What follows belongs to an exercise in optimizing a design on an open flow for small area; a production flow would make more cautious choices. Where RTL was checked, it was by simulation tests only, not by an equivalence proof against the original. Function not checked in runs 5 to 7: the RTL went through the layout flow alone. No activity file was given, so power comes from the tool's default toggle rates.

==> design/flow/design.v <==
module dxl2_crc_table (
  input  wire [15:0] crc,
  input  wire [7:0]  b,
  output wire [7:0]  idx,
  output wire [15:0] nxt
);
  wire [7:0] i = crc[15:8] ^ b;
  wire       q = ^i[7:1];             
  wire       p = q ^ i[0];            
  assign idx = i;
  assign nxt = {crc[7] ^ p,
                crc[6:2],
                crc[1] ^ i[7],
                crc[0] ^ i[6] ^ i[7],
                i[5] ^ i[6],
                i[4] ^ i[5],
                i[3] ^ i[4],
                i[2] ^ i[3],
                i[1] ^ i[2],
                i[0] ^ i[1],
                q,
                p};
endmodule
module dxl2_rx (
  input  wire        clk,
  input  wire        rst,         
  input  wire        in_valid,
  input  wire [7:0]  in_byte,
  output wire        p_valid,     
  output wire [7:0]  p_data,
  output wire        f_valid,     
  output wire [2:0]  f_err,       
  output wire [7:0]  f_id,
  output wire [7:0]  f_inst,
  output wire [15:0] f_len,
  output wire [15:0] f_crc,       
  output wire        f_crc_ok     
);
  localparam [3:0] S_IDLE = 4'd0;
  localparam [3:0] S_FF1  = 4'd1;
  localparam [3:0] S_FF2  = 4'd2;
  localparam [3:0] S_H3   = 4'd3;    
  localparam [3:0] S_H4   = 4'd4;    
  localparam [3:0] S_H5   = 4'd5;    
  localparam [3:0] S_H6   = 4'd6;    
  localparam [3:0] S_H7   = 4'd7;    
  localparam [3:0] S_CRCH = 4'd8;    
  localparam [3:0] S_BW0  = 4'd12;
  localparam [3:0] S_BW1  = 4'd13;
  localparam [3:0] S_BW2  = 4'd14;
  localparam [3:0] S_BP   = 4'd15;
  localparam [15:0] CRC_HDR = 16'h0C0E;
  reg  [7:0]  b;           
  reg         v;           
  reg  [3:0]  st;
  reg         esc;         
  reg  [15:0] crc;         
  reg  [15:0] rem;         
  reg  [15:0] len_r;
  reg  [7:0]  id_r;
  reg  [7:0]  inst_r;
  wire [7:0]  idx;
  wire [15:0] crc_next;
  dxl2_crc_table u_crc (.crc(crc), .b(b), .idx(idx), .nxt(crc_next));
  wire b_ff   = (b == 8'hFF);
  wire b_fd   = (b == 8'hFD);
  wire b_00   = (b == 8'h00);
  wire body   = (st[3:2] == 2'b11);
  wire in_len = (st == S_H7) || body;           
  wire rem_hi0 = (rem[15:2] == 14'd0);
  wire rem1   = rem_hi0 && (rem[1:0] == 2'd1);
  wire rem2   = rem_hi0 && (rem[1:0] == 2'd2);
  wire len0   = (b == 8'h00) && (len_r[7:0] == 8'h00);
  wire last   = ((st == S_H6) && len0) || (in_len && rem1) || (st == S_CRCH);
  wire crc_l  = in_len && rem2;                 
  wire param  = body && !rem2 && !((st == S_BP) && b_fd);
  assign p_valid = v && param;
  assign p_data  = b;
  assign f_valid = v && last;
  wire short  = (len_r[15:2] == 14'd0) && !(len_r[1] && len_r[0]);
  wire id_bad = (id_r[7:2] == 6'h3F) && id_r[0];
  wire crc_ok = (idx == 8'h00) && (crc[7:0] == rem[15:8]);
  assign f_err    = short  ? 3'd1 :
                    id_bad ? 3'd4 :
                    !crc_ok ? 3'd5 :
                    esc    ? 3'd6 : 3'd0;
  assign f_id     = id_r;
  assign f_inst   = inst_r;
  assign f_len    = len_r;
  assign f_crc    = {b, rem[15:8]};
  assign f_crc_ok = crc_ok;
  reg [3:0] st_n;
  always @(*) begin
    case (st)
      S_IDLE: st_n = b_ff ? S_FF1 : S_IDLE;
      S_FF1:  st_n = b_ff ? S_FF2 : S_IDLE;
      S_FF2:  st_n = b_fd ? S_H3 : b_ff ? S_FF1 : S_IDLE;
      S_H3:   st_n = b_00 ? S_H4 : b_ff ? S_FF1 : S_IDLE;
      S_H4:   st_n = S_H5;
      S_H5:   st_n = S_H6;
      S_H6:   st_n = len0 ? S_IDLE : S_H7;
      S_H7:   st_n = rem1 ? S_IDLE : rem2 ? S_CRCH : (b_ff ? S_BW1 : S_BW0);
      S_BW0:  st_n = rem2 ? S_CRCH : (b_ff ? S_BW1 : S_BW0);
      S_BW1:  st_n = rem2 ? S_CRCH : (b_ff ? S_BW2 : S_BW0);
      S_BW2:  st_n = rem2 ? S_CRCH : (b_fd ? S_BP : b_ff ? S_BW2 : S_BW0);
      S_BP:   st_n = rem2 ? S_CRCH : (b_ff ? S_BW1 : S_BW0);
      default: st_n = S_IDLE;
    endcase
  end
  always @(posedge clk) begin
    b <= in_byte;
    v <= in_valid && !rst;
    if (rst) begin
      st <= S_IDLE;
    end else if (v) begin
      st <= st_n;
      if (st == S_H7)
        esc <= 1'b0;
      else if (st == S_BP && (rem2 || !b_fd))
        esc <= 1'b1;
      if (st[3:2] == 2'b00 && st != S_H3)
        crc <= CRC_HDR;
      else if (!crc_l)
        crc <= crc_next;
      if (st == S_H6 || crc_l)
        rem <= {b, len_r[7:0]};
      else
        rem <= rem - 16'd1;
      if (st == S_H4)
        id_r <= b;
      if (st == S_H5)
        len_r[7:0] <= b;
      if (st == S_H5 || st == S_H6)
        len_r[15:8] <= b;
      if (st == S_H7)
        inst_r <= b;
    end
  end
endmodule
==> design/flow/run.sh <==
#!/bin/bash
# synth_recipe.tcl (not shown) runs the flow's synth.tcl, then flattens the netlist and writes it again
# the make line also repeats each setting of config.mk as NAME=value (left out here)
make -C /OpenROAD-flow-scripts/flow DESIGN_CONFIG=/design/flow/config.mk WORK_HOME=/design/flow/orfs CLKGATE_MAP_FILE= SYNTH_SCRIPT=/design/flow/synth_recipe.tcl finish
==> design/flow/config.mk <==
export PLATFORM = sky130hd
export DESIGN_NAME = dxl2_rx
export DESIGN_NICKNAME = dxl2_rx
export VERILOG_FILES = /design/flow/design.v
export SDC_FILE = /design/flow/constraint.sdc
export NUM_CORES = 4
export LEC_CHECK = 0
export CAP_MARGIN = 20
export CORE_MARGIN = 2
export CORE_UTILIZATION = 40
export SLEW_MARGIN = 20
==> design/flow/constraint.sdc <==
create_clock -name core_clock -period 7.0 [get_ports {clk}]
set_input_delay 1.4000 -clock core_clock [delete_from_list [all_inputs] [get_ports {clk}]]
set_output_delay 1.4000 -clock core_clock [all_outputs]
set_load 0.01 [all_outputs]
==> results of run 1 <==
## metal layers
metal | global-route usage | up-vias | part of all wire
met1 | 0.272 | 1272 | 0.47
met5 | 0 | - | 0
li1 | - | 1246 | -
met3 | 0.0591 | 7 | 0.079
met4 | 0.0496 | 0 | 0.0095
met2 | 0.284 | 97 | 0.44
## registers in the layout, summed over array words and instances (netlist names)
name	count
inst_r	8
id_r	8
v	1
rem	16
b	8
esc	1
crc	16
len_r	16
st	4
## layout make-up
cell class | instances | area share
clock buffer | 10 | 0.0264
multi-input combinational | 200 | 0.312
tap | 133 | 0.0344
inverter | 7 | 0.00543
clock inverter | 6 | 0.0129
sequential | 78 | 0.457
timing repair buffer | 74 | 0.152
## synth_stat cells, drive strengths merged (2+ instances only)
library cell	instances	area, sq um
nor4b	3	26.3
nand3b	4	30.0
buf	17	140
xnor2	19	166
or4	4	37.5
and3	2	12.5
a211oi	3	22.5
nor4	10	62.6
edfxtp	65	1950
nand3	4	20.0
o21ai	8	40.0
nor3	12	60.1
inv	7	26.3
nor2b	7	43.8
and2	3	18.8
nand2	14	52.6
nand2b	5	31.3
nand4	7	43.8
xnor3	2	45.0
nor2	21	86.3
clkbuf	8	40.0
or2	5	31.3
nor3b	2	15.0
dfxtp	13	260
mux2	15	203
or2b	2	17.5
ha	6	75.1
a21oi	7	46.3
xor2	16	140
o21bai	2	15.0
## through the flow
stage / cell area (sq um) / power, mW / instances
finish: 4840 / 0.933 / 508
global route: 4840 / 0.971 / 508
CTS: 4840 / 0.942 / 508
detailed placement: 4650 / 0.616 / 492
global placement: 4650 / 0.616 / 492
floorplan: 3940 / 0.586 / 311
## cell families after synthesis
kind of cell | Yosys count | synth area share
compound gates | 32 | 0.0579
xor+xnor | 38 | 0.0954
buf+inv | 33 | 0.0553
mux | 16 | 0.0541
simple gates | 108 | 0.156
fa+ha+maj | 6 | 0.0191
flops | 78 | 0.562
## critical path, delay by kind of cell, from the launching register on
kind,cells,cell delay [ns]
compound gates,2,0.24
flops,1,0.52
buf+inv,1,0.55
simple gates,3,1.49
## final timing paths
path | to | slack (ns) | depth (start not counted)
setup / recovery | f_valid | 2.47 | 6
hold / removal | st[3] | 0.60 | 2
setup reg to reg | rem[8] | 4.35 | 5
hold reg to reg | st[3] | 0.60 | 2
## power by group through the flow
stage / Sequential, mW / Combinational, mW / Clock (mW)
after global placement: 0.539 / 0.0767 / 0
after global routing: 0.531 / 0.0833 / 0.356
final: 0.529 / 0.0755 / 0.328
after CTS: 0.529 / 0.0765 / 0.336
after detailed placement: 0.540 / 0.0760 / 0
after floorplan: 0.532 / 0.0536 / 0
==> reports/qor.yml, run 1 <==
cts:
  numCtsBuffers: 9
  cts_max_level: 3
  root_buffer: "clkbuf_8"
  clock_sinks: 78
  cts_resized: 0
  postCtsSetupBuffers: 0
  insertion_delay_ns: 0.34
  clockBufferDepth: 2
  clk_pin_slew_ns: 0.08
  cts_hold_buf: 0
  cts_tree: "built"
timing:
  min_period_over_period: 0.647
  finalSetupViolCount: 0
  finalHoldViolations: 0
  finClkSkew_ns: 0.00674
  drv_slew: 0
  fmax_ghz: 0.221
  holdWs_ns: 0.596
  maxSlewHeadroom: 0.361
  post-route-min-period_ns: 4.53
  worst_slack_ns: 2.47
  tightestPinTransition_ns: 0.954
  rsz0062_at_grt: "no"
  fin_tns_setup_ns: 0
global_route:
  overflow: 0
  grt_pass1_vias: 2665
  antenna_found_initial: 0
  grt_use_total: 0.190
  grt_start_max_net_pins: 18
  grt_pass1_wl_um: 14800
flow_run:
  drv_cap: 0
logic_synthesis:
  syn-num-nets: 328
  ys_seq_area_frac: 0.562
  synth-edff-count: 65
  syn_area_per_cell_sq_um: 12.7
  syn_inst: 311
  netlist_area_sq_um: 3940
  synthFlopType: "edfxtp_1"
  synthArstFlopShare: 0
  yosysWarnings: 1
  synthDistinctLibCells: 54
  ys_seq_elements: 78
setup_path:
  crit_type: "reg -> out"
  worstSetupEndpointType: "output pin"
  crit_required_ns: 5.60
  r2r-start: "rem[10]"
  cp_max_fo: 7
  startpoint: "rem[10]"
  start_kind: "register"
  slowest_delay_ns: 0.63
  worstPathArrival_ns: 3.13
  path_cells: "or4_4 > nor4b_1 > and3_1 > o21ai_0 > a21oi_1 > clkdlybuf4s50_1"
  slowest_stage: "nor4b_1"
die:
  die_area_sq_um: 10600
  num_io_pins: 73
  fp.dieH_um: 103
  die_w_um: 103
  placementRows: 36
  start_util: 0.408
  core_area_sq_um: 9640
pwr:
  powerDensity_nw_per_um2: 193
  switchingPower_mw: 0.215
  ir_worst_vdd_uv: 159
  internal_power_mw: 0.718
  combPwrFrac: 0.081
  clkPwrFrac: 0.352
  p_seq_frac: 0.567
  switching_share: 0.230
  leakagePower_nw: 1.67
finish:
  multi_input_area_sq_um: 1510
  synthToLayoutAreaGrowth_pct: 23.0
  final_util: 0.502
  mostFrequentLayoutCell: "clkdlybuf4s50_1"
  final_cell_mix: "clkdlybuf4s50_1 (72), edfxtp_1 (65), nor2_1 (20), xnor2_1 (19), xor2_1 (16)"
  num-fill-cells: 876
  seq_area_sq_um: 2210
  fin_nets: 387
  diodes: 0
  drive_above_1_share: 0.125
placed_design:
  place_hpwl_um: 6650
  place_ws_ns: 2.77
  place.gp.congestion: 0.828
  port_buffers: 72
hold_path:
  hold_path_class: "reg -> reg"
  holdCritStartpoint: "v"
detailed_routing:
  drc: 0
  dr.pass1.iters: 4
  wl_um: 9450
  drt_iter0_markers: 276
  wl_per_cell_um: 18.6
  avgViaCountPerCell: 5.16
  vias: 2622
  postRouteAntennaNets: 0
outcome:
  outcome: "timing/DRC/antenna clean"
==> run 2, diff against run 1 <==
==> design/flow/flow/run.sh (new file) <==
#!/bin/bash
# Standard ORFS layout with two changes:
#  - synthesis maps the logic with flow/abc_map.script (area-oriented ABC mapping)
#    in place of ORFS's abc_speed.script; everything else in synthesis is ORFS's,
#    run through the standard.sh and synth_recipe.tcl;
#  - the port buffers are the smallest buffer cell (buf_1).
set -euo pipefail
here=$PWD
rm -rf "$here/scripts_abc"
cp -r "$FLOW_HOME/scripts" "$here/scripts_abc"
cp "$here/flow/abc_map.script" "$here/scripts_abc/abc_speed.script"
bash standard.sh SCRIPTS_DIR="$here/scripts_abc" synth > "$here/synth_make.log" 2>&1
bash standard.sh BUFFER_PORTS_ARGS="-buffer_cell sky130_fd_sc_hd__buf_1" finish > "$here/layout_make.log" 2>&1
==> design/flow/flow/abc_map.script (new file) <==
&get -n
&st
&syn2
&dch -f
&nf -R 1000 -p
&put
==> design/flow/standard.sh (new file) <==
#!/bin/bash
# synth_recipe.tcl (not shown) runs the flow's synth.tcl, then flattens the netlist and writes it again
# the make line also repeats each setting of config.mk as NAME=value (left out here)
make -C /OpenROAD-flow-scripts/flow DESIGN_CONFIG=/design/flow/config.mk WORK_HOME=/design/flow/orfs CLKGATE_MAP_FILE= SYNTH_SCRIPT=/design/flow/synth_recipe.tcl "${@:-finish}"
removed: design/flow/run.sh
==> run 2 against run 1 <==
Still clean on timing, DRC and antenna. Count of clock-buffer cells in the layout unchanged. Cell area fell by 14%. Critical path depth up 3. First-iteration DRC count shrank 40%. Synthesized cell count down 1.9%. Hold slack better by 0.0030 ns. Highest routed layer unchanged.
==> reports/qor.yml, run 2 <==
cts:
  cts_max_level: 3  # unchanged
  cts_resized: 0  # unchanged
  cts_tree: "built"
  clockBufferDepth: 2  # unchanged
  numCtsBuffers: 9  # unchanged
  root_buffer: "clkbuf_8"
  clk_pin_slew_ns: 0.10  # +0.02 ns
  cts_hold_buf: 0  # unchanged
  insertion_delay_ns: 0.36  # +0.02 ns
  postCtsSetupBuffers: 0  # unchanged
  clock_sinks: 78  # unchanged
timing:
  fin_tns_setup_ns: 0  # unchanged
  worst_slack_ns: 2.75  # +0.281 ns
  post-route-min-period_ns: 4.25  # -0.281 ns
  drv_slew: 0  # unchanged
  min_period_over_period: 0.607  # -0.0401
  finalHoldViolations: 0  # unchanged
  holdWs_ns: 0.599  # +0.00304 ns
  maxSlewHeadroom: 0.483  # +0.123
  tightestPinTransition_ns: 0.775  # -0.179 ns
  rsz0062_at_grt: "no"
  finalSetupViolCount: 0  # unchanged
  finClkSkew_ns: 0.0135  # +0.00673 ns
  fmax_ghz: 0.236  # +6.6%
setup_path:
  cp_top_family: "simple AND/OR/NAND/NOR gates"
  worstPathArrival_ns: 2.85  # -0.28 ns
  slowest_delay_ns: 0.60  # -0.03 ns
  cpMostUsedCell: "nor4_1"
  r2r-start: "rem[2]"
  ff2ff_path_depth: 7  # +2
  rrSetupSlack_ns: 4.23  # -0.12 ns
  crit_required_ns: 5.60  # about the same
  worstSetupEndpoint: "f_err[2]"
  start_kind: "register"
  critPathBufInv: 1  # unchanged
  r2r_end: "rem[15]"
  cp.depth: 9  # +3
  path_cells: "xnor2_1 > ha_1 > nand3_1 > nor4_1 > nand2_1 > nor4_1 > o21ai_0 > o21a_1 > buf_1"
  worstSetupEndpointType: "output pin"
  startpoint: "b[5]"
  slowest_stage: "dfxtp_1"
  crit_type: "reg -> out"
  cp_max_fo: 10  # +3
global_route:
  grt_pass1_wl_um: 13900  # -6.3%
  grt_use_total: 0.187  # -0.00328
  overflow: 0  # unchanged
  gr-max-usage-layer: "met2"
  grt_use_met1: 0.256  # -0.0161
  grt_start_max_net_pins: 33  # +15
  use_met2: 0.295  # +0.0110
  antenna_found_initial: 0  # unchanged
  grt_pass1_vias: 2470  # -7.3%
  grtUsageMet3: 0.0555  # -0.00362
logic_synthesis:
  yosys-top-cells-area: "edfxtp_1 (54%), dfxtp_1 (7.2%), xor2_1 (5.3%), nor2_1 (3.9%), xnor2_1 (3.9%)"
  synth-edff-count: 65  # unchanged
  muxShareOfSynthArea: 0.00553  # -0.0485
  synthAdderAreaFrac: 0.0208  # +0.00168
  syn_area_per_cell_sq_um: 11.9  # -6.3%
  synth_top_cell_area_share: 0.540  # +0.0436
  netlist_area_sq_um: 3620  # -8.1%
  syn_inst: 305  # -1.9%
  synthArstFlopShare: 0  # unchanged
  ys_seq_elements: 78  # unchanged
  yosysWarnings: 1  # unchanged
  yosysMostFrequentCell: "edfxtp_1"
  ys_top_cells_by_count: "edfxtp_1 (65), nor2_1 (38), xor2_1 (22)"
  synth-simple-area-share: 0.170  # +0.0141
  syn-num-nets: 322  # -1.8%
  synth_top_family_by_area: "simple AND/OR/NAND/NOR gates"
  yosys.area.top_type: "edfxtp_1"
  synthXorXnorAreaFrac: 0.0920  # -0.00338
  synth_compound_area_frac: 0.0595  # +0.00163
  synthFlopType: "edfxtp_1"
  ys_seq_area_frac: 0.612  # +0.0494
  synthDistinctLibCells: 35  # -35%
detailed_routing:
  wl_um: 8910  # -5.7%
  avgViaCountPerCell: 5.30  # +2.8%
  postRouteAntennaNets: 0  # unchanged
  drt_iter0_markers: 165  # -40%
  vias: 2594  # -1.1%
  wl_per_cell_um: 18.2  # -2.1%
  drc: 0  # unchanged
  dr.pass1.iters: 4  # unchanged
hold_path:
  hold_path_class: "reg -> reg"
die:
  die_w_um: 99.1  # -4.0%
  start_util: 0.413  # +0.00453
  die_area_sq_um: 9820  # -7.8%
  placementRows: 34  # -5.6%
  num_io_pins: 73  # unchanged
  fp.dieH_um: 99.1  # -4.0%
  core_area_sq_um: 8760  # -9.1%
flow_run:
  drv_cap: 0  # unchanged
finish:
  num-fill-cells: 830  # -5.3%
  diodes: 0  # unchanged
  mostFrequentLayoutCell: "buf_1"
  reg_top3: "crc x16, len_r x16, rem x16"
  synthToLayoutAreaGrowth_pct: 14.6
  final_cell_mix: "buf_1 (72), edfxtp_1 (65), nor2_1 (38), xor2_1 (22), a21oi_1 (20)"
  fin_cells: 489  # -3.7%
  fin_nets: 393  # +1.6%
  drive_above_1_share: 0.0551  # -0.0702
pwr:
  switchingPower_mw: 0.244  # +14%
  p_seq_frac: 0.562  # -0.005
  powerDensity_nw_per_um2: 226  # +17%
  p_total_mw: 0.938  # +0.57%
  internal_power_mw: 0.694  # -3.3%
  switching_share: 0.260  # +0.0297
  clkPwrFrac: 0.376  # +0.024
  combPwrFrac: 0.062  # -0.019
  leakagePower_nw: 1.32  # -21%
  ir_worst_vdd_uv: 113  # -29%
placed_design:
  place_hpwl_um: 6370  # -4.2%
  place.gp.congestion: 0.876  # +5.7%
  port_buffers: 72  # unchanged
  place_inst: 473  # -3.9%
  place_ws_ns: 3.11  # +0.334 ns
outcome:
  outcome: "timing/DRC/antenna clean"
run 2: cell types whose count changed after synthesis, sizes merged, moves of 4 or more:
cell	previous run	this run
a21oi	7	21
clkbuf	8	0
clkinv	0	7
inv	7	0
mux2	15	0
nand3b	4	0
nor2	21	38
nor4	10	14
xor2	16	22
run 2: power by group through the flow:
stage	Sequential, mW	Clock, mW	Combinational (mW)
CTS	0.527	0.359	0.0592
finish	0.527	0.353	0.0583
global placement	0.537	0	0.0591
detailed placement	0.538	0	0.0577
global route	0.529	0.378	0.0644
floorplan	0.533	0	0.0431
run 2: metrics by stage:
step           instance area, sq um   util
2_1_floorplan                  3620      -
3_3_place_gp                   3940  0.449
3_5_place_dp                   3940  0.449
4_1_cts                        4140  0.473
5_1_grt                        4140  0.473
6_report                       4140  0.473
run 2: final cells by class:
class | instances | area, sq um | share of cell area
clock inverters | 6 | 58.8 | 0.0142
inverters | 7 | 26.3 | 0.00634
multi-input cells | 204 | 1260 | 0.305
flip-flops and latches | 78 | 2210 | 0.534
well taps | 108 | 135 | 0.0326
repair buffers | 76 | 300 | 0.0725
clock buffers | 10 | 149 | 0.0359
run 2: worst min-delay path by stage:
stage | startpoint | end | depth (start not counted)
after global placement | crc[3] | crc[11] | 1
after detailed placement | crc[3] | crc[11] | 1
after floorplan | crc[2] | crc[10] | 1
after CTS | crc[3] | crc[11] | 1
after global routing | crc[3] | crc[11] | 1
final | crc[3] | crc[11] | 1
run 2: cell families after synthesis:
family	after synthesis
AO/OA/AOI/OAI	37
XOR/XNOR	38
adder cells (fa/ha/maj)	6
buffers and inverters	23
flip-flops	78
multiplexers	2
AND/OR/NAND/NOR	121
run 2: routing by layer:
metal  vias up  wire, um
li1       1244         -
met1      1263      4010
met2        80      4290
met3         7       526
met4         0        89
met5         -         0
==> run 3, diff against run 2 <==
--- a/design/flow/design.v
+++ b/design/flow/design.v
@@ -110,6 +110,10 @@
   always @(posedge clk) begin
     b <= in_byte;
     v <= in_valid && !rst;
+    if (v && (st == S_H6 || crc_l))
+      rem <= {b, len_r[7:0]};
+    else
+      rem <= rem - {15'd0, v};
     if (rst) begin
       st <= S_IDLE;
     end else if (v) begin
@@ -122,10 +126,6 @@
         crc <= CRC_HDR;
       else if (!crc_l)
         crc <= crc_next;
-      if (st == S_H6 || crc_l)
-        rem <= {b, len_r[7:0]};
-      else
-        rem <= rem - 16'd1;
       if (st == S_H4)
         id_r <= b;
       if (st == S_H5)
==> run 3 against run 2 <==
Via count fell by 2.0%. Total power rose by 15%. Sequential share of layout area fell by 1.2 points. Global-route usage decreased by 0.85 points. Clock power decreased by 15%. Setup slack worse by 0.13 ns. Clock skew decreased by 0.0023 ns. Cell count up 0.41%. First-iteration DRC count grew 15%. Cell area is 5.2% lower. Combinational power rose to 3.2 times the previous value. Count of clock-buffer cells in the layout did not move. Critical path type unchanged. Highest routed layer unchanged.
==> reports/qor.yml, run 3 <==
detailed_routing:
  wl_per_cell_um: 16.8  # -7.7%
  postRouteAntennaNets: 0  # unchanged
  avgViaCountPerCell: 5.18  # -2.4%
  wl_um: 8260  # -7.3%
  drt_iter0_markers: 190  # +15%
  drc: 0  # unchanged
  dr.pass1.iters: 4  # unchanged
  vias: 2541  # -2.0%
global_route:
  grtUsageMet3: 0.0441  # -0.0114
  antenna_found_initial: 0  # unchanged
  grt_start_max_net_pins: 33  # unchanged
  grt_pass1_vias: 2506  # +1.5%
  gr-max-usage-layer: "met2"
  grt_use_total: 0.179  # -0.00851
  use_met2: 0.294  # -0.000895
  grt_use_met1: 0.218  # -0.0375
  overflow: 0  # unchanged
  grt_pass1_wl_um: 13000  # -6.6%
logic_synthesis:
  ys_top_cells_by_count: "edfxtp_1 (49), nor2_1 (39), dfxtp_1 (29)"
  ys_seq_elements: 78  # unchanged
  yosys-top-cells-area: "edfxtp_1 (43%), dfxtp_1 (17%), xor2_1 (4.6%), xnor2_1 (4.3%), nor2_1 (4.2%)"
  netlist_area_sq_um: 3460  # -4.5%
  synth-edff-count: 49  # -25%
  synth_top_cell_area_share: 0.426  # -0.114
  yosysWarnings: 1  # unchanged
  yosys.area.top_type: "edfxtp_1"
  synthArstFlopShare: 0  # unchanged
  ys_seq_area_frac: 0.594  # -0.0178
  syn_area_per_cell_sq_um: 11.1  # -6.6%
  syn-num-nets: 328  # +1.9%
  synthDistinctLibCells: 32  # -8.6%
  synthFlopType: "edfxtp_1"
  syn_inst: 312  # +2.3%
  yosysMostFrequentCell: "edfxtp_1"
die:
  die_area_sq_um: 9400  # -4.3%
  num_io_pins: 73  # unchanged
  fp.dieH_um: 97.0  # -2.2%
  start_util: 0.416  # +0.00364
  core_area_sq_um: 8300  # -5.3%
  die_w_um: 97.0  # -2.2%
  placementRows: 33  # -2.9%
cts:
  clk_pin_slew_ns: 0.08  # -0.02 ns
  cts_tree: "built"
  cts_resized: 0  # unchanged
  cts_max_level: 3  # unchanged
  postCtsSetupBuffers: 0  # unchanged
  root_buffer: "clkbuf_8"
  numCtsBuffers: 9  # unchanged
  clock_sinks: 78  # unchanged
  clockBufferDepth: 2  # unchanged
  insertion_delay_ns: 0.35  # about the same
  cts_hold_buf: 0  # unchanged
finish:
  diodes: 0  # unchanged
  synthToLayoutAreaGrowth_pct: 13.7
  drive_above_1_share: 0.0440  # -0.0111
  mostFrequentLayoutCell: "buf_1"
  num-fill-cells: 772  # -7.0%
  fin_cells: 491  # +0.41%
  reg_top3: "crc x16, len_r x16, rem x16"
  final_util: 0.473  # +0.000518
  fin_nets: 397  # +1.0%
  final_cell_mix: "buf_1 (72), edfxtp_1 (49), nor2_1 (39), dfxtp_1 (29), nand2_1 (21)"
setup_path:
  cp_max_fo: 10  # unchanged
  start_kind: "register"
  crit_required_ns: 5.60  # about the same
  ff2ff_path_depth: 9  # +2
  crit_type: "reg -> out"
  worstSetupEndpointType: "output pin"
  worstPathArrival_ns: 2.98  # +0.13 ns
hold_path:
  whs_path_depth: 2  # +1
  hold_path_class: "reg -> reg"
placed_design:
  place_inst: 475  # +0.42%
  port_buffers: 72  # unchanged
  place_ws_ns: 3.05  # -0.0530 ns
  place_hpwl_um: 6160  # -3.4%
  place.gp.congestion: 0.946  # +8.0%
timing:
  finalHoldViolations: 0  # unchanged
  fin_tns_setup_ns: 0  # unchanged
  drv_slew: 0  # unchanged
  finClkSkew_ns: 0.0112  # -0.00228 ns
  maxSlewHeadroom: 0.414  # -0.0694
  tightestPinTransition_ns: 0.872  # +0.0973 ns
  post-route-min-period_ns: 4.38  # +0.134 ns
  min_period_over_period: 0.626  # +0.0192
  rsz0062_at_grt: "no"
  fmax_ghz: 0.228  # -3.1%
  worst_slack_ns: 2.62  # -0.134 ns
  finalSetupViolCount: 0  # unchanged
outcome:
  outcome: "timing/DRC/antenna clean"
pwr:
  leakagePower_nw: 1.28  # -3.0%
  powerDensity_nw_per_um2: 275  # +22%
  ir_worst_vdd_uv: 136  # +21%
flow_run:
  drv_cap: 0  # unchanged
run 3: changes by cell type in the layout (fill, tap and decap cells not counted), moves of 3 or more:
cell	previous run	this run
nand2_1	17	21
nand4_1	8	5
dfxtp_1	13	29
inv_8	3	0
edfxtp_1	65	49
nor4_1	14	11
nand2b_1	4	8
o21ai_0	5	10
xor2_1	22	18
and2_0	3	7
nor2b_1	9	6
run 3: layer usage:
metal  wire, um  part of all wire
met1       3470              0.42
met4        249             0.030
met2       4130              0.50
met3        413             0.050
met5          0                 0
run 3: layout make-up:
class                   count  area (sq um)  area share
flip-flops and latches     78          2050       0.522
multi-input cells         211          1260       0.321
repair buffers             74           285      0.0726
well taps                 105           131      0.0334
clock buffers              10           128      0.0325
clock inverters             6          45.0      0.0115
inverters                   7          26.3     0.00669
run 3: kinds of logic (layout without fill, tap and decap cells):
group	Yosys count	after routing	synth area share
AND/OR/NAND/NOR	128	128	0.186
buffers and inverters	23	97	0.0424
multiplexers	1	1	0.00290
XOR/XNOR	35	35	0.0887
flip-flops	78	78	0.594
adder cells (fa/ha/maj)	5	5	0.0181
AO/OA/AOI/OAI	42	42	0.0681
run 3: power by group:
part / internal [mW] / switching (mW)
combinational: 0.0825 / 0.101
sequential: 0.537 / 0.0610
clock: 0.131 / 0.170
total: 0.751 / 0.332
run 3: metrics by stage:
| stage | area (sq um) | power, mW | hold slack [ns] |
|---|---|---|---|
| final | 3930 | 1.08 | 0.491 |
| after global routing | 3930 | 1.14 | 0.518 |
| after CTS | 3930 | 1.09 | 0.492 |
| after detailed placement | 3760 | 0.794 | 0.482 |
| after global placement | 3760 | 0.793 | 0.478 |
| after floorplan | 3460 | 0.757 | 0.460 |
run 3: worst paths after layout:
| check | start | to | slack (ns) |
|---|---|---|---|
| setup reg to reg | v | rem[13] | 4.31 |
| setup / recovery | b[3] | f_err[2] | 2.62 |
| hold / removal | rem[3] | rem[3] | 0.49 |
| hold reg to reg | rem[3] | rem[3] | 0.49 |
run 3: critical path, cell delays in order (launching register included):
cell and delay, ns:
dfxtp_1 0.63, xor2_1 0.19, clkinv_1 0.08, ha_1 0.13, nand3_1 0.07, nor4_1 0.28, nand2_1 0.08, nor4_1 0.57
o21ai_0 0.26, o21a_1 0.23, buf_1 0.12
==> run 4, diff against run 3 <==
==> design/flow/flow/run.sh (replaced) <==
#!/bin/bash
set -euo pipefail
here=$PWD
rm -rf "$here/scripts_abc"
cp -r "$FLOW_HOME/scripts" "$here/scripts_abc"
cp "$here/flow/abc_map.script" "$here/scripts_abc/abc_speed.script"
bash standard.sh SCRIPTS_DIR="$here/scripts_abc" synth > "$here/synth_make.log" 2>&1
bash standard.sh BUFFER_PORTS_ARGS="-buffer_cell sky130_fd_sc_hd__buf_1" \
  CTS_ARGS="-sink_clustering_enable -repair_clock_nets -dont_use_dummy_load -buf_list sky130_fd_sc_hd__clkbuf_16 -root_buf sky130_fd_sc_hd__clkbuf_16 -sink_clustering_size 80 -sink_clustering_max_diameter 400" \
  finish > "$here/layout_make.log" 2>&1
==> run 4 against run 3 <==
Still clean. Fmax increased by 1.1%. First-iteration DRC count decreased by 14%. Routed wire length decreased by 0.46%. Cell area increased by 1.3%. Critical path depth decreased by 1. Clock power increased by 26%. Utilization increased by 0.63 points. Total power increased by 7.3%. Register-to-register slack about the same. Non-clock buffer count unchanged. Critical path type unchanged.
==> reports/qor.yml, run 4 <==
cts:
  cts_hold_buf: 0  # unchanged
  postCtsSetupBuffers: 0  # unchanged
  clk_pin_slew_ns: 0.06  # -0.02 ns
  numCtsBuffers: 9  # unchanged
  cts_resized: 0  # unchanged
  cts_max_level: 3  # unchanged
  insertion_delay_ns: 0.33  # -0.02 ns
  clockBufferDepth: 2  # unchanged
  clock_sinks: 78  # unchanged
  root_buffer: "clkbuf_16"
  cts_tree: "built"
setup_path:
  worstSetupEndpointType: "output pin"
  rrSetupSlack_ns: 4.31  # about the same
  start_kind: "register"
  r2r_end: "rem[13]"
  ff2ff_path_depth: 9  # unchanged
  crit_type: "reg -> out"
  slowest_stage: "dfxtp_1"
  cp_max_fo: 10  # unchanged
  cp_top_family: "simple AND/OR/NAND/NOR gates"
  path_cells: "xnor2_1 > ha_1 > nand3_1 > nor4_1 > nand2_1 > nor4_1 > o21ai_0 > o21a_1 > buf_1"
  crit_required_ns: 5.60  # about the same
  slowest_delay_ns: 0.59  # -0.04 ns
  cpMostUsedCell: "nor4_1"
  critPathBufInv: 1  # -1
  worstPathArrival_ns: 2.93  # -0.05 ns
  r2r-start: "v"
hold_path:
  holdCritStartpoint: "rem[3]"
  hold_path_class: "reg -> reg"
  whs_path_depth: 2  # unchanged
  min_to: "rem[3]"
finish:
  mostFrequentLayoutCell: "buf_1"
  fin_nets: 397  # unchanged
  fin_cells: 484  # -1.4%
  synthToLayoutAreaGrowth_pct: 15.2
  drive_above_1_share: 0.0317  # -0.0124
  final_cell_mix: "buf_1 (72), edfxtp_1 (49), nor2_1 (39), dfxtp_1 (29), nand2_1 (21)"
  reg_top3: "crc x16, len_r x16, rem x16"
  diodes: 0  # unchanged
logic_synthesis:
  ys_seq_elements: 78  # unchanged
  syn_area_per_cell_sq_um: 11.1  # unchanged
  synthArstFlopShare: 0  # unchanged
  synth-edff-count: 49  # unchanged
  yosysMostFrequentCell: "edfxtp_1"
  ys_seq_area_frac: 0.594  # unchanged
  syn-num-nets: 328  # unchanged
  synthFlopType: "edfxtp_1"
  netlist_area_sq_um: 3460  # unchanged
  yosys.area.top_type: "edfxtp_1"
  ys_top_cells_by_count: "edfxtp_1 (49), nor2_1 (39), dfxtp_1 (29)"
  synthDistinctLibCells: 32  # unchanged
  syn_inst: 312  # unchanged
  yosysWarnings: 1  # unchanged
  yosys-top-cells-area: "edfxtp_1 (43%), dfxtp_1 (17%), xor2_1 (4.6%), xnor2_1 (4.3%), nor2_1 (4.2%)"
  synth_top_cell_area_share: 0.426  # unchanged
pwr:
  p_seq_frac: 0.516  # -0.037
  leakagePower_nw: 1.31  # +2.3%
  switchingPower_mw: 0.314  # -5.2%
  combPwrFrac: 0.158  # -0.012
  switching_share: 0.271  # -0.0356
  internal_power_mw: 0.846  # +13%
  p_total_mw: 1.16  # +7.3%
  powerDensity_nw_per_um2: 292  # +5.8%
  clkPwrFrac: 0.326  # +0.049
  ir_worst_vdd_uv: 168  # +23%
detailed_routing:
  topRoutingLayerUsed: "met4"
  drt_iter0_markers: 164  # -14%
  postRouteAntennaNets: 0  # unchanged
  dr_wl_met3_um: 476  # +15%
  wl_um: 8220  # -0.46%
  avgViaCountPerCell: 5.19  # +0.21%
  wl_per_cell_um: 17.0  # +0.98%
  drc: 0  # unchanged
  dr.pass1.iters: 4  # unchanged
  vias: 2510  # -1.2%
  dr_wl_met2_um: 4090  # -0.82%
  m1WireLength_um: 3420  # -1.3%
flow_run:
  drv_cap: 0  # unchanged
global_route:
  grt_pass1_vias: 2501  # -0.20%
  grt_start_max_net_pins: 33  # unchanged
  antenna_found_initial: 0  # unchanged
  overflow: 0  # unchanged
  grt_use_total: 0.178  # -0.000335
  grt_pass1_wl_um: 12900  # -0.59%
outcome:
  outcome: "timing/DRC/antenna clean"
timing:
  fin_tns_setup_ns: 0  # unchanged
  worst_slack_ns: 2.67  # +0.0482 ns
  fmax_ghz: 0.231  # +1.1%
  tightestPinTransition_ns: 0.877  # +0.00472 ns
  finClkSkew_ns: 0.0162  # +0.00505 ns
  finalHoldViolations: 0  # unchanged
  holdWs_ns: 0.487  # -0.00431 ns
  min_period_over_period: 0.619  # -0.00689
  finalSetupViolCount: 0  # unchanged
  maxSlewHeadroom: 0.411  # -0.00317
  post-route-min-period_ns: 4.33  # -0.0482 ns
  drv_slew: 0  # unchanged
  rsz0062_at_grt: "no"
placed_design:
  place_hpwl_um: 6160  # unchanged
  place_inst: 475  # unchanged
  place_ws_ns: 3.05  # unchanged
  place.gp.congestion: 0.946  # unchanged
  port_buffers: 72  # unchanged
die:
  core_area_sq_um: 8300  # unchanged
  num_io_pins: 73  # unchanged
  die_area_sq_um: 9400  # unchanged
  fp.dieH_um: 97.0  # unchanged
  start_util: 0.416  # unchanged
  placementRows: 33  # unchanged
  die_w_um: 97.0  # unchanged
==> run 4: cell counts after synthesis <==
No cell type changed its count.
==> run 4: stage by stage <==
| step | utilization | cell area (sq um) |
|---|---|---|
| 2_1_floorplan | - | 3460 |
| 3_3_place_gp | 0.453 | 3760 |
| 3_5_place_dp | 0.453 | 3760 |
| 4_1_cts | 0.480 | 3980 |
| 5_1_grt | 0.480 | 3980 |
| 6_report | 0.480 | 3980 |
==> run 4: power groups by stage <==
| stage | Clock, mW | Combinational (mW) | Sequential (mW) |
|---|---|---|---|
| 2_1_floorplan | 0 | 0.164 | 0.593 |
| 3_3_place_gp | 0 | 0.185 | 0.608 |
| 3_5_place_dp | 0 | 0.184 | 0.610 |
| 4_1_cts | 0.389 | 0.186 | 0.600 |
| 5_1_grt | 0.406 | 0.205 | 0.610 |
| 6_report | 0.378 | 0.183 | 0.599 |
==> run 4: worst max path at each step <==
stage / from / end / slack (ns) / depth (start not counted)
after floorplan: b[1] / f_err[2] / 3.44 / 8
after global placement: b[4] / f_err[2] / 3.17 / 9
after detailed placement: b[2] / f_err[2] / 3.05 / 10
after CTS: b[4] / f_err[2] / 2.70 / 9
after global routing: b[5] / f_err[2] / 2.41 / 10
final: b[4] / f_err[2] / 2.67 / 9
==> run 4: kinds of logic after synthesis <==
kind of cell	synth area share
xor+xnor	0.0887
mux	0.00290
flops	0.594
simple gates	0.186
buf+inv	0.0424
compound gates	0.0681
fa+ha+maj	0.0181
==> run 4: layout make-up <==
cell class                      instances  area (sq um)
Sequential cell                        78          2050
Inverter                                7          26.3
Tap cell                              105           131
Fill cell                             763          4320
Multi-Input combinational cell        211          1260
Clock buffer                            9           225
Timing Repair Buffer                   74           285
==> run 4: tightest hold or removal path, cell delays in order, from the launching register on <==
cell	delay, ns
dfxtp_1	0.32
nand2_1	0.05
a31oi_1	0.07
==> run 4: layer usage <==
metal,GRT usage,up-vias
met5,0,-
met4,0.0802,0
met3,0.0585,19
met2,0.291,82
met1,0.215,1173
li1,-,1236
==> run 5, diff against run 4 <==
--- a/design/flow/design.v
+++ b/design/flow/design.v
@@ -68,10 +68,10 @@
   wire body   = (st[3:2] == 2'b11);
   wire in_len = (st == S_H7) || body;           
   wire rem_hi0 = (rem[15:2] == 14'd0);
-  wire rem1   = rem_hi0 && (rem[1:0] == 2'd1);
   wire rem2   = rem_hi0 && (rem[1:0] == 2'd2);
-  wire len0   = (b == 8'h00) && (len_r[7:0] == 8'h00);
-  wire last   = ((st == S_H6) && len0) || (in_len && rem1) || (st == S_CRCH);
+  wire len01  = (b == 8'h00) && (len_r[7:1] == 7'd0);   
+  wire len0   = len01 && !len_r[0];
+  wire last   = ((st == S_H6) && len0) || (st == S_CRCH);
   wire crc_l  = in_len && rem2;                 
   wire param  = body && !rem2 && !((st == S_BP) && b_fd);
   assign p_valid = v && param;
@@ -98,8 +98,8 @@
       S_H3:   st_n = b_00 ? S_H4 : b_ff ? S_FF1 : S_IDLE;
       S_H4:   st_n = S_H5;
       S_H5:   st_n = S_H6;
-      S_H6:   st_n = len0 ? S_IDLE : S_H7;
-      S_H7:   st_n = rem1 ? S_IDLE : rem2 ? S_CRCH : (b_ff ? S_BW1 : S_BW0);
+      S_H6:   st_n = len01 ? (len_r[0] ? S_CRCH : S_IDLE) : S_H7;
+      S_H7:   st_n = rem2 ? S_CRCH : (b_ff ? S_BW1 : S_BW0);
       S_BW0:  st_n = rem2 ? S_CRCH : (b_ff ? S_BW1 : S_BW0);
       S_BW1:  st_n = rem2 ? S_CRCH : (b_ff ? S_BW2 : S_BW0);
       S_BW2:  st_n = rem2 ? S_CRCH : (b_fd ? S_BP : b_ff ? S_BW2 : S_BW0);
==> design/flow/flow/run.sh (replaced) <==
#!/bin/bash
set -euo pipefail
here=$PWD
rm -rf "$here/scripts_abc"
cp -r "$FLOW_HOME/scripts" "$here/scripts_abc"
cp "$here/flow/abc_map.script" "$here/scripts_abc/abc_speed.script"
bash standard.sh SCRIPTS_DIR="$here/scripts_abc" synth > "$here/synth_make.log" 2>&1
bash standard.sh BUFFER_PORTS_ARGS="-buffer_cell sky130_fd_sc_hd__buf_1" \
  CTS_ARGS="-sink_clustering_enable -repair_clock_nets -dont_use_dummy_load -root_buf sky130_fd_sc_hd__clkbuf_8 -buf_list sky130_fd_sc_hd__clkbuf_4" \
  finish > "$here/layout_make.log" 2>&1
==> run 5 against run 4 <==
Global-route usage is 0.25 points lower. Combinational power hardly changed. Total power is 9.5% lower. Critical path depth stayed put. Cell count is 1.0% lower. Largest power group unchanged.
==> reports/qor.yml, run 5 <==
die:
  start_util: 0.417  # about the same
  die_area_sq_um: 9360  # -0.45%
  die_w_um: 96.7  # -0.23%
  core_area_sq_um: 8260  # -0.50%
  num_io_pins: 73  # unchanged
  fp.dieH_um: 96.7  # -0.23%
  placementRows: 33  # unchanged
timing:
  fin_tns_setup_ns: 0  # unchanged
  finalHoldViolations: 0  # unchanged
  drv_slew: 0  # unchanged
  rsz0062_at_grt: "no"
  finClkSkew_ns: 0.0188  # +0.00258 ns
  fmax_ghz: 0.224  # -2.8%
  finalSetupViolCount: 0  # unchanged
  maxSlewHeadroom: 0.424  # +0.0134
  min_period_over_period: 0.637  # +0.0177
  worst_slack_ns: 2.54  # -0.124 ns
  post-route-min-period_ns: 4.46  # +0.124 ns
  tightestPinTransition_ns: 0.864  # -0.0134 ns
logic_synthesis:
  ys_top_cells_by_count: "edfxtp_1 (49), nor2_1 (43), dfxtp_1 (29)"
  syn_area_per_cell_sq_um: 11.2  # +1.5%
  ys_seq_elements: 78  # unchanged
  yosys.area.top_type: "edfxtp_1"
  synthArstFlopShare: 0  # unchanged
  synth_top_cell_area_share: 0.428  # +0.00201
  yosys-top-cells-area: "edfxtp_1 (43%), dfxtp_1 (17%), xor2_1 (5.1%), nor2_1 (4.7%), xnor2_1 (4.6%)"
  syn-num-nets: 322  # -1.8%
  ys_seq_area_frac: 0.597  # +0.00281
  netlist_area_sq_um: 3440  # -0.47%
  syn_inst: 306  # -1.9%
  synthDistinctLibCells: 34  # +6.3%
  yosysWarnings: 1  # unchanged
  synth-edff-count: 49  # unchanged
  synthFlopType: "edfxtp_1"
  yosysMostFrequentCell: "edfxtp_1"
finish:
  synthToLayoutAreaGrowth_pct: 12.7
  final_cell_mix: "buf_1 (72), edfxtp_1 (49), nor2_1 (43), dfxtp_1 (29)"
  fin_nets: 392  # -1.3%
  fin_cells: 479  # -1.0%
  final_util: 0.469  # -0.0103
  drive_above_1_share: 0.0374  # +0.00577
  reg_top3: "crc x16, len_r x16, rem x16"
  mostFrequentLayoutCell: "buf_1"
  diodes: 0  # unchanged
pwr:
  p_total_mw: 1.05  # -9.5%
  ir_worst_vdd_uv: 95.8  # -43%
  powerDensity_nw_per_um2: 271  # -7.1%
  leakagePower_nw: 1.27  # -2.9%
placed_design:
  port_buffers: 72  # unchanged
  place.gp.congestion: 0.862  # -8.9%
  place_inst: 470  # -1.1%
  place_hpwl_um: 5850  # -5.1%
  place_ws_ns: 2.88  # -0.174 ns
detailed_routing:
  dr_wl_met3_um: 464  # -2.5%
  drc: 0  # unchanged
  dr.pass1.iters: 4  # unchanged
  dr_wl_met2_um: 3570  # -13%
  vias: 2490  # -0.80%
  avgViaCountPerCell: 5.20  # +0.24%
  wl_um: 8030  # -2.4%
  topRoutingLayerUsed: "met4"
  postRouteAntennaNets: 0  # unchanged
  drt_iter0_markers: 146  # -11%
  wl_per_cell_um: 16.8  # -1.4%
  m1WireLength_um: 3870  # +13%
global_route:
  antenna_found_initial: 0  # unchanged
  grt_start_max_net_pins: 33  # unchanged
  grt_pass1_wl_um: 12800  # -0.92%
  overflow: 0  # unchanged
  grt_use_total: 0.176  # -0.00247
  grt_pass1_vias: 2333  # -6.7%
hold_path:
  hold_path_class: "reg -> reg"
cts:
  root_buffer: "clkbuf_8"
  cts_max_level: 3  # unchanged
  clock_sinks: 78  # unchanged
  cts_resized: 0  # unchanged
  numCtsBuffers: 9  # unchanged
  postCtsSetupBuffers: 0  # unchanged
  insertion_delay_ns: 0.34  # about the same
  clockBufferDepth: 2  # unchanged
  cts_tree: "built"
  cts_hold_buf: 0  # unchanged
  clk_pin_slew_ns: 0.07  # about the same
setup_path:
  path_cells: "xnor2_1 > ha_1 > nand3_1 > nor4_1 > nand2_1 > nor4_1 > o21ai_0 > o21a_1 > buf_1"
  crit_type: "reg -> out"
  worstSetupEndpointType: "output pin"
  start_kind: "register"
  cpMostUsedCell: "nor4_1"
  cp_top_family: "simple AND/OR/NAND/NOR gates"
  cp_max_fo: 14  # +4
  slowest_stage: "dfxtp_1"
  critPathBufInv: 1  # unchanged
  slowest_delay_ns: 0.66  # +0.07 ns
  worstPathArrival_ns: 3.06  # +0.13 ns
  crit_required_ns: 5.60  # about the same
flow_run:
  drv_cap: 0  # unchanged
outcome:
  outcome: "timing/DRC/antenna clean"
run 5: changes by cell type after synthesis, moves of 3 or more:
cell      delta
and2_0       -6
nor2b_1      +4
or3_1        -3
nand2b_1     -4
nor3_1       -4
a21oi_1      -3
nor2_1       +4
run 5: through the flow:
stage	hold WS (ns)	area, sq um
floorplan	0.463	3440
global placement	0.479	3750
detailed placement	0.491	3750
CTS	0.502	3880
global route	0.520	3880
finish	0.499	3880
run 5: path summary, 6_finish.rpt:
| path | startpoint | end | slack, ns | cells past startpoint |
|---|---|---|---|---|
| worst min-delay path | rem[5] | rem[5] | 0.50 | 2 |
| worst max-delay path | b[1] | f_err[2] | 2.54 | 9 |
| worst max register to register | rem[6] | rem[15] | 4.23 | 9 |
| worst min register to register | rem[5] | rem[5] | 0.50 | 2 |
run 5: cells by family (layout without fill, tap and decap cells):
kind of cell,Yosys count,count (layout),synth area share
muxes,3,3,0.00873
DFF,78,78,0.597
xor gates and xnor gates,38,38,0.0968
and+or+nand+nor,116,116,0.166
buffers and inverters,25,93,0.0447
AOI/OAI and AO/OA,41,41,0.0695
adders and majority gates,5,5,0.0182
run 5: per-layer routing:
metal	up-vias	GRT usage
li1	1210	-
met4	0	0.0639
met2	101	0.259
met3	11	0.0347
met5	-	0
met1	1168	0.258
run 5: final cells by class:
cell class                      instances  area (sq um)
Inverter                                9          33.8
Tap cell                              105           131
Multi-Input combinational cell        203          1240
Sequential cell                        78          2050
Clock buffer                            9           124
Timing Repair Buffer                   75           293
Fill cell                             785          4380
run 5: power by group:
part / internal [mW] / leakage (nW) / switching [mW]
clock: 0.115 / 0.0647 / 0.138
sequential: 0.540 / 0.678 / 0.0714
combinational: 0.0870 / 0.525 / 0.0991
run 5: worst register-to-register path, delay by kind of cell (launching register included):
family	cells	cell delay, ns
buffers and inverters	1	0.25
AO/OA/AOI/OAI	2	0.12
AND/OR/NAND/NOR	6	1.93
flip-flops	1	0.35
==> run 6, diff against run 5 <==
==> design/flow/flow/run.sh (replaced) <==
#!/bin/bash
set -euo pipefail
here=$PWD
rm -rf "$here/scripts_abc"
cp -r "$FLOW_HOME/scripts" "$here/scripts_abc"
cp "$here/flow/abc_map.script" "$here/scripts_abc/abc_speed.script"
bash standard.sh SCRIPTS_DIR="$here/scripts_abc" synth > "$here/synth_make.log" 2>&1
bash standard.sh BUFFER_PORTS_ARGS="-buffer_cell sky130_fd_sc_hd__buf_1" \
  CTS_ARGS="-sink_clustering_enable -repair_clock_nets -dont_use_dummy_load -root_buf sky130_fd_sc_hd__clkbuf_8 -buf_list {sky130_fd_sc_hd__clkbuf_2 sky130_fd_sc_hd__clkbuf_4} -sink_clustering_size 8" \
  finish > "$here/layout_make.log" 2>&1
==> run 6 against run 5 <==
Combinational power about the same. Die area unchanged. Total power unchanged. Synthesized cell count unchanged. Cell area unchanged. Setup slack unchanged. Highest routed layer unchanged. Routed wire length unchanged. Flip-flop and latch count unchanged. Global-route usage unchanged. Via count unchanged. Clock power about the same. Sequential share of layout area unchanged.
==> reports/qor.yml, run 6 <==
pwr:
  p_total_mw: 1.05  # unchanged
  p_seq_frac: 0.582  # about the same
  leakagePower_nw: 1.27  # unchanged
  combPwrFrac: 0.177  # about the same
  clkPwrFrac: 0.240  # about the same
  internal_power_mw: 0.742  # unchanged
  switching_share: 0.293  # unchanged
  powerDensity_nw_per_um2: 271  # unchanged
  switchingPower_mw: 0.308  # unchanged
  ir_worst_vdd_uv: 95.8  # unchanged
finish:
  drive_above_1_share: 0.0374  # unchanged
  fin_nets: 392  # unchanged
  reg_top3: "crc x16, len_r x16, rem x16"
  synthToLayoutAreaGrowth_pct: 12.7  # unchanged
  diodes: 0  # unchanged
  mostFrequentLayoutCell: "buf_1"
  final_util: 0.469  # unchanged
  final_cell_area_sq_um: 3880  # unchanged
  final_cell_mix: "buf_1 (72), edfxtp_1 (49), nor2_1 (43), dfxtp_1 (29)"
die:
  fp.dieH_um: 96.7  # unchanged
  core_area_sq_um: 8260  # unchanged
  placementRows: 33  # unchanged
  die_w_um: 96.7  # unchanged
  start_util: 0.417  # unchanged
  num_io_pins: 73  # unchanged
  die_area_sq_um: 9360  # unchanged
cts:
  cts_tree: "built"
  postCtsSetupBuffers: 0  # unchanged
  cts_hold_buf: 0  # unchanged
  cts_resized: 0  # unchanged
  clk_pin_slew_ns: 0.07  # about the same
  cts_max_level: 3  # unchanged
  numCtsBuffers: 9  # unchanged
  root_buffer: "clkbuf_8"
  clockBufferDepth: 2  # unchanged
  insertion_delay_ns: 0.34  # about the same
  clock_sinks: 78  # unchanged
timing:
  post-route-min-period_ns: 4.46  # unchanged
  finalHoldViolations: 0  # unchanged
  maxSlewHeadroom: 0.424  # unchanged
  tightestPinTransition_ns: 0.864  # unchanged
  holdWs_ns: 0.499  # unchanged
  finClkSkew_ns: 0.0188  # unchanged
  fin_tns_setup_ns: 0  # unchanged
  rsz0062_at_grt: "no"
  finalSetupViolCount: 0  # unchanged
  drv_slew: 0  # unchanged
  min_period_over_period: 0.637  # unchanged
  fmax_ghz: 0.224  # unchanged
logic_synthesis:
  yosys.area.top_type: "edfxtp_1"
  synth-edff-count: 49  # unchanged
  ys_seq_area_frac: 0.597  # unchanged
  yosysWarnings: 1  # unchanged
  netlist_area_sq_um: 3440  # unchanged
  synthFlopType: "edfxtp_1"
  yosys-top-cells-area: "edfxtp_1 (43%), dfxtp_1 (17%), xor2_1 (5.1%), nor2_1 (4.7%), xnor2_1 (4.6%)"
  synth_top_cell_area_share: 0.428  # unchanged
  syn_inst: 306  # unchanged
  synthArstFlopShare: 0  # unchanged
  yosysMostFrequentCell: "edfxtp_1"
  ys_seq_elements: 78  # unchanged
  syn-num-nets: 322  # unchanged
  ys_top_cells_by_count: "edfxtp_1 (49), nor2_1 (43), dfxtp_1 (29)"
  syn_area_per_cell_sq_um: 11.2  # unchanged
  synthDistinctLibCells: 34  # unchanged
placed_design:
  place_hpwl_um: 5850  # unchanged
  port_buffers: 72  # unchanged
  placed_area_sq_um: 3750  # unchanged
  place.gp.congestion: 0.862  # unchanged
setup_path:
  worstSetupEndpointType: "output pin"
  start_kind: "register"
  crit_required_ns: 5.60  # about the same
  slowest_stage: "dfxtp_1"
  worstPathArrival_ns: 3.06  # about the same
  slowest_delay_ns: 0.66  # about the same
  cp_max_fo: 14  # unchanged
  path_cells: "xnor2_1 > ha_1 > nand3_1 > nor4_1 > nand2_1 > nor4_1 > o21ai_0 > o21a_1 > buf_1"
  cpMostUsedCell: "nor4_1"
  crit_type: "reg -> out"
global_route:
  overflow: 0  # unchanged
  grt_use_total: 0.176  # unchanged
  grt_pass1_vias: 2333  # unchanged
  grt_pass1_wl_um: 12800  # unchanged
  antenna_found_initial: 0  # unchanged
  grt_start_max_net_pins: 33  # unchanged
outcome:
  outcome: "timing/DRC/antenna clean"
detailed_routing:
  postRouteAntennaNets: 0  # unchanged
  avgViaCountPerCell: 5.20  # unchanged
  drt_iter0_markers: 146  # unchanged
  wl_per_cell_um: 16.8  # unchanged
  vias: 2490  # unchanged
  wl_um: 8030  # unchanged
  dr.pass1.iters: 4  # unchanged
  drc: 0  # unchanged
hold_path:
  hold_path_class: "reg -> reg"
flow_run:
  drv_cap: 0  # unchanged
run 6: cell counts in the layout (fill, tap and decap cells not counted):
No cell type changed its count.
run 6: layout make-up:
type / instances / area, sq um
fillers: 785 / 4380
flip-flops and latches: 78 / 2050
multi-input cells: 203 / 1240
repair buffers: 75 / 293
well taps: 105 / 131
clock buffers: 9 / 124
inverters: 9 / 33.8
run 6: path summary, 6_finish.rpt:
kind / start / end / slack [ns] / cells past startpoint
worst max-delay path: b[1] / f_err[2] / 2.54 / 9
worst min-delay path: rem[5] / rem[5] / 0.50 / 2
worst max register to register: rem[6] / rem[15] / 4.23 / 9
worst min register to register: rem[5] / rem[5] / 0.50 / 2
run 6: cell families after synthesis:
kind of cell               after synthesis  share of synthesized area
xor gates and xnor gates                38                     0.0968
and+or+nand+nor                        116                      0.166
buffers and inverters                   25                     0.0447
AOI/OAI and AO/OA                       41                     0.0695
adders and majority gates                5                     0.0182
DFF                                     78                      0.597
muxes                                    3                    0.00873
run 6: layer usage:
metal	GRT usage	up-vias	wire length, um
met4	0.0639	0	121
met2	0.259	101	3570
li1	-	1210	-
met5	0	-	0
met1	0.258	1168	3870
met3	0.0347	11	464
run 6: worst max-delay path, delay by kind of cell, from the launching register on:
kind / cells / cell delay [ns]
AOI/OAI and AO/OA: 2 / 0.49
xor gates and xnor gates: 1 / 0.22
adders and majority gates: 1 / 0.19
buffers and inverters: 1 / 0.12
DFF: 1 / 0.66
and+or+nand+nor: 4 / 1.03
run 6: power groups by stage:
| stage | Clock (mW) | Sequential, mW | Combinational (mW) |
|---|---|---|---|
| global placement | 0 | 0.620 | 0.186 |
| finish | 0.252 | 0.611 | 0.186 |
| global route | 0.279 | 0.621 | 0.212 |
| floorplan | 0 | 0.599 | 0.168 |
| detailed placement | 0 | 0.622 | 0.186 |
| CTS | 0.260 | 0.612 | 0.188 |
run 6: per-stage QoR:
| step | worst slack, ns | instances |
|---|---|---|
| 2_1_floorplan | 3.40 | 306 |
| 3_3_place_gp | 3.04 | 470 |
| 3_5_place_dp | 2.88 | 470 |
| 4_1_cts | 2.49 | 479 |
| 5_1_grt | 2.29 | 479 |
| 6_report | 2.54 | 479 |
==> run 7, diff against run 6 <==
==> design/flow/flow/run.sh (replaced) <==
#!/bin/bash
set -euo pipefail
here=$PWD
rm -rf "$here/scripts_abc"
cp -r "$FLOW_HOME/scripts" "$here/scripts_abc"
cp "$here/flow/abc_map.script" "$here/scripts_abc/abc_speed.script"
bash standard.sh SCRIPTS_DIR="$here/scripts_abc" synth > "$here/synth_make.log" 2>&1
bash standard.sh BUFFER_PORTS_ARGS="-buffer_cell sky130_fd_sc_hd__buf_1" \
  CTS_ARGS="-dont_use_dummy_load -sink_clustering_enable -root_buf sky130_fd_sc_hd__clkbuf_4 -buf_list sky130_fd_sc_hd__clkbuf_4" \
  finish > "$here/layout_make.log" 2>&1
==> run 7 against run 6 <==
Register-to-register slack about the same. Largest power group unchanged. Combinational power about the same. First-iteration DRC count increased by 12%. Still clean on timing, DRC and antenna. Flip-flop and latch count unchanged. Area after synthesis unchanged. Utilization decreased by 0.68 points. Total power decreased by 5.9%. Highest routed layer unchanged. Cell count unchanged. Hold slack improved by 0.0063 ns.
==> reports/qor.yml, run 7 <==
placed_design:
  place_inst: 470  # unchanged
  place.gp.congestion: 0.862  # unchanged
  place_hpwl_um: 5850  # unchanged
  port_buffers: 72  # unchanged
logic_synthesis:
  synthDistinctLibCells: 34  # unchanged
  synth-edff-count: 49  # unchanged
  ys_seq_elements: 78  # unchanged
  synthArstFlopShare: 0  # unchanged
  ys_top_cells_by_count: "edfxtp_1 (49), nor2_1 (43), dfxtp_1 (29)"
  yosys.area.top_type: "edfxtp_1"
  syn_inst: 306  # unchanged
  yosysWarnings: 1  # unchanged
  synth_top_cell_area_share: 0.428  # unchanged
  yosys-top-cells-area: "edfxtp_1 (43%), dfxtp_1 (17%), xor2_1 (5.1%), nor2_1 (4.7%), xnor2_1 (4.6%)"
  synthFlopType: "edfxtp_1"
  syn-num-nets: 322  # unchanged
  netlist_area_sq_um: 3440  # unchanged
  syn_area_per_cell_sq_um: 11.2  # unchanged
  yosysMostFrequentCell: "edfxtp_1"
  ys_seq_area_frac: 0.597  # unchanged
timing:
  finalHoldViolations: 0  # unchanged
  min_period_over_period: 0.649  # +0.0125
  fmax_ghz: 0.220  # -1.9%
  tightestPinTransition_ns: 0.856  # -0.00756 ns
  finClkSkew_ns: 0.0301  # +0.0113 ns
  drv_slew: 0  # unchanged
  maxSlewHeadroom: 0.426  # +0.00193
  fin_tns_setup_ns: 0  # unchanged
  rsz0062_at_grt: "no"
  post-route-min-period_ns: 4.54  # +0.0875 ns
  finalSetupViolCount: 0  # unchanged
global_route:
  overflow: 0  # unchanged
  grt_pass1_wl_um: 12800  # unchanged
  grt_start_max_net_pins: 33  # unchanged
  antenna_found_initial: 0  # unchanged
  grt_use_total: 0.176  # +0.000308
  grt_pass1_vias: 2305  # -1.2%
die:
  core_area_sq_um: 8260  # unchanged
  fp.dieH_um: 96.7  # unchanged
  placementRows: 33  # unchanged
  start_util: 0.417  # unchanged
  die_area_sq_um: 9360  # unchanged
  die_w_um: 96.7  # unchanged
  num_io_pins: 73  # unchanged
pwr:
  powerDensity_nw_per_um2: 259  # -4.5%
  leakagePower_nw: 1.24  # -1.8%
  ir_worst_vdd_uv: 78.6  # -18%
finish:
  reg_top3: "crc x16, len_r x16, rem x16"
  final_cell_mix: "buf_1 (72), edfxtp_1 (49), nor2_1 (43), dfxtp_1 (29)"
  fin_cells: 479  # unchanged
  fin_nets: 392  # unchanged
  synthToLayoutAreaGrowth_pct: 11.1
  num-fill-cells: 791  # +0.76%
  diodes: 0  # unchanged
  mostFrequentLayoutCell: "buf_1"
  drive_above_1_share: 0.0374  # unchanged
setup_path:
  worstSetupEndpointType: "output pin"
  crit_type: "reg -> out"
  cp_top_family: "simple AND/OR/NAND/NOR gates"
  crit_required_ns: 5.60  # about the same
  cpMostUsedCell: "nor4_1"
  path_cells: "xor2_1 > clkinv_1 > ha_1 > nand3_1 > nor4_1 > nand2_1 > nor4_1 > o21ai_0 > o21a_1 > buf_1"
  slowest_stage: "dfxtp_1"
  worstPathArrival_ns: 3.14  # +0.08 ns
  critPathBufInv: 2  # +1
  start_kind: "register"
  slowest_delay_ns: 0.62  # -0.04 ns
  cp_max_fo: 10  # -4
hold_path:
  hold_path_class: "reg -> reg"
detailed_routing:
  postRouteAntennaNets: 0  # unchanged
  vias: 2490  # unchanged
  wl_um: 8030  # about the same
  avgViaCountPerCell: 5.20  # unchanged
  wl_per_cell_um: 16.8  # about the same
  drc: 0  # unchanged
  drt_iter0_markers: 163  # +12%
  dr.pass1.iters: 4  # unchanged
cts:
  clockBufferDepth: 2  # unchanged
  clk_pin_slew_ns: 0.12  # +0.05 ns
  postCtsSetupBuffers: 0  # unchanged
  cts_tree: "built"
  cts_max_level: 3  # unchanged
  clock_sinks: 78  # unchanged
  numCtsBuffers: 9  # unchanged
  cts_resized: 0  # unchanged
  cts_hold_buf: 0  # unchanged
  root_buffer: "clkbuf_4"
  insertion_delay_ns: 0.41  # +0.07 ns
flow_run:
  drv_cap: 0  # unchanged
outcome:
  outcome: "timing/DRC/antenna clean"
## run 7: cell counts after synthesis
No cell type changed its count.
## run 7: worst register-to-register path: cells and delay by family, from the launching register on
family | cells | cell delay [ns]
flip-flops | 1 | 0.36
AND/OR/NAND/NOR | 6 | 1.91
AO/OA/AOI/OAI | 2 | 0.13
buffers and inverters | 1 | 0.25
## run 7: cells by family after synthesis
kind of cell,share of synthesized area
AOI/OAI and AO/OA,0.0695
and+or+nand+nor,0.166
buffers and inverters,0.0447
xor gates and xnor gates,0.0968
muxes,0.00873
DFF,0.597
adders and majority gates,0.0182
## run 7: worst paths after layout
check              start       end  slack [ns]  cells after the start
hold / removal    rem[5]    rem[5]        0.50                      2
setup / recovery    b[5]  f_err[2]        2.46                     10
hold reg to reg   rem[5]    rem[5]        0.50                      2
setup reg to reg  rem[6]   rem[15]        4.24                      9
## run 7: power breakdown
part	switching (mW)	leakage [nW]	internal [mW]
combinational	0.0987	0.525	0.0870
clock	0.133	0.0414	0.0599
sequential	0.0704	0.678	0.539
total	0.302	1.24	0.686
## run 7: final cells by class
class | count | area, sq um | area share
timing repair buffer | 75 | 293 | 0.0766
multi-input combinational | 203 | 1240 | 0.325
sequential | 78 | 2050 | 0.537
inverter | 9 | 33.8 | 0.00884
tap | 105 | 131 | 0.0344
clock buffer | 9 | 67.6 | 0.0177
## run 7: per-layer routing
layer  part of all wire  up-vias  global-route usage  wire length (um)
li1                   -     1211                   -                 -
met1               0.49     1175               0.260              3900
met2               0.45       95               0.260              3590
met3              0.056        9              0.0354               450
met4              0.011        0              0.0585                91
met5                  0        -                   0                 0
## run 7: metrics by stage
| step | hold slack, ns | total power [mW] | util | instance area (sq um) | setup WS, ns |
|---|---|---|---|---|---|
| 2_1_floorplan | 0.463 | 0.767 | - | 3440 | 3.40 |
| 3_5_place_dp | 0.491 | 0.809 | 0.454 | 3750 | 2.88 |
| 3_3_place_gp | 0.479 | 0.806 | 0.454 | 3750 | 3.04 |
| 5_1_grt | 0.527 | 1.05 | 0.463 | 3820 | 2.19 |
| 4_1_cts | 0.508 | 0.997 | 0.463 | 3820 | 2.40 |
| 6_report | 0.505 | 0.988 | 0.463 | 3820 | 2.46 |

port drivers added, routing unchanged:
In the flow no input, the clock included, has a driving cell. The finished layouts below were timed again as built, in two steps.
Step 1, drivers: a clkbuf_16 drives clk and a buf_2 each remaining input, both assumed.
Step 2 also shifts input and output timing later by t, the mid clock arrival at the registers, as if the neighbouring blocks saw the same clock.
Slacks: ideal / step 1 / step 2; pairs: ideal / step 1.
| run | shift t [ns] | setup slack, ns | clock arrival spread, ns | worst register clock-pin slew, ns | worst slew at a driven data input, ns |
|---|---|---|---|---|---|
| run 1 | 0.368 | 2.473 / 2.442 / 2.811 | 0.007 / 0.007 | 0.08 / 0.08 | 0.04 |
| run 2 | 0.388 | 2.754 / 2.721 / 3.109 | 0.013 / 0.013 | 0.10 / 0.10 | 0.03 |
| run 3 | 0.374 | 2.620 / 2.589 / 2.963 | 0.011 / 0.012 | 0.08 / 0.08 | 0.03 |
| run 4 | 0.354 | 2.668 / 2.633 / 2.988 | 0.017 / 0.017 | 0.06 / 0.06 | 0.03 |
| run 5 | 0.364 | 2.544 / 2.512 / 2.876 | 0.020 / 0.020 | 0.08 / 0.08 | 0.03 |
| run 6 | 0.364 | 2.544 / 2.512 / 2.876 | 0.020 / 0.020 | 0.08 / 0.08 | 0.03 |
| run 7 | 0.427 | 2.457 / 2.428 / 2.856 | 0.031 / 0.031 | 0.12 / 0.12 | 0.03 |
After both steps setup and hold are still met in every run listed.
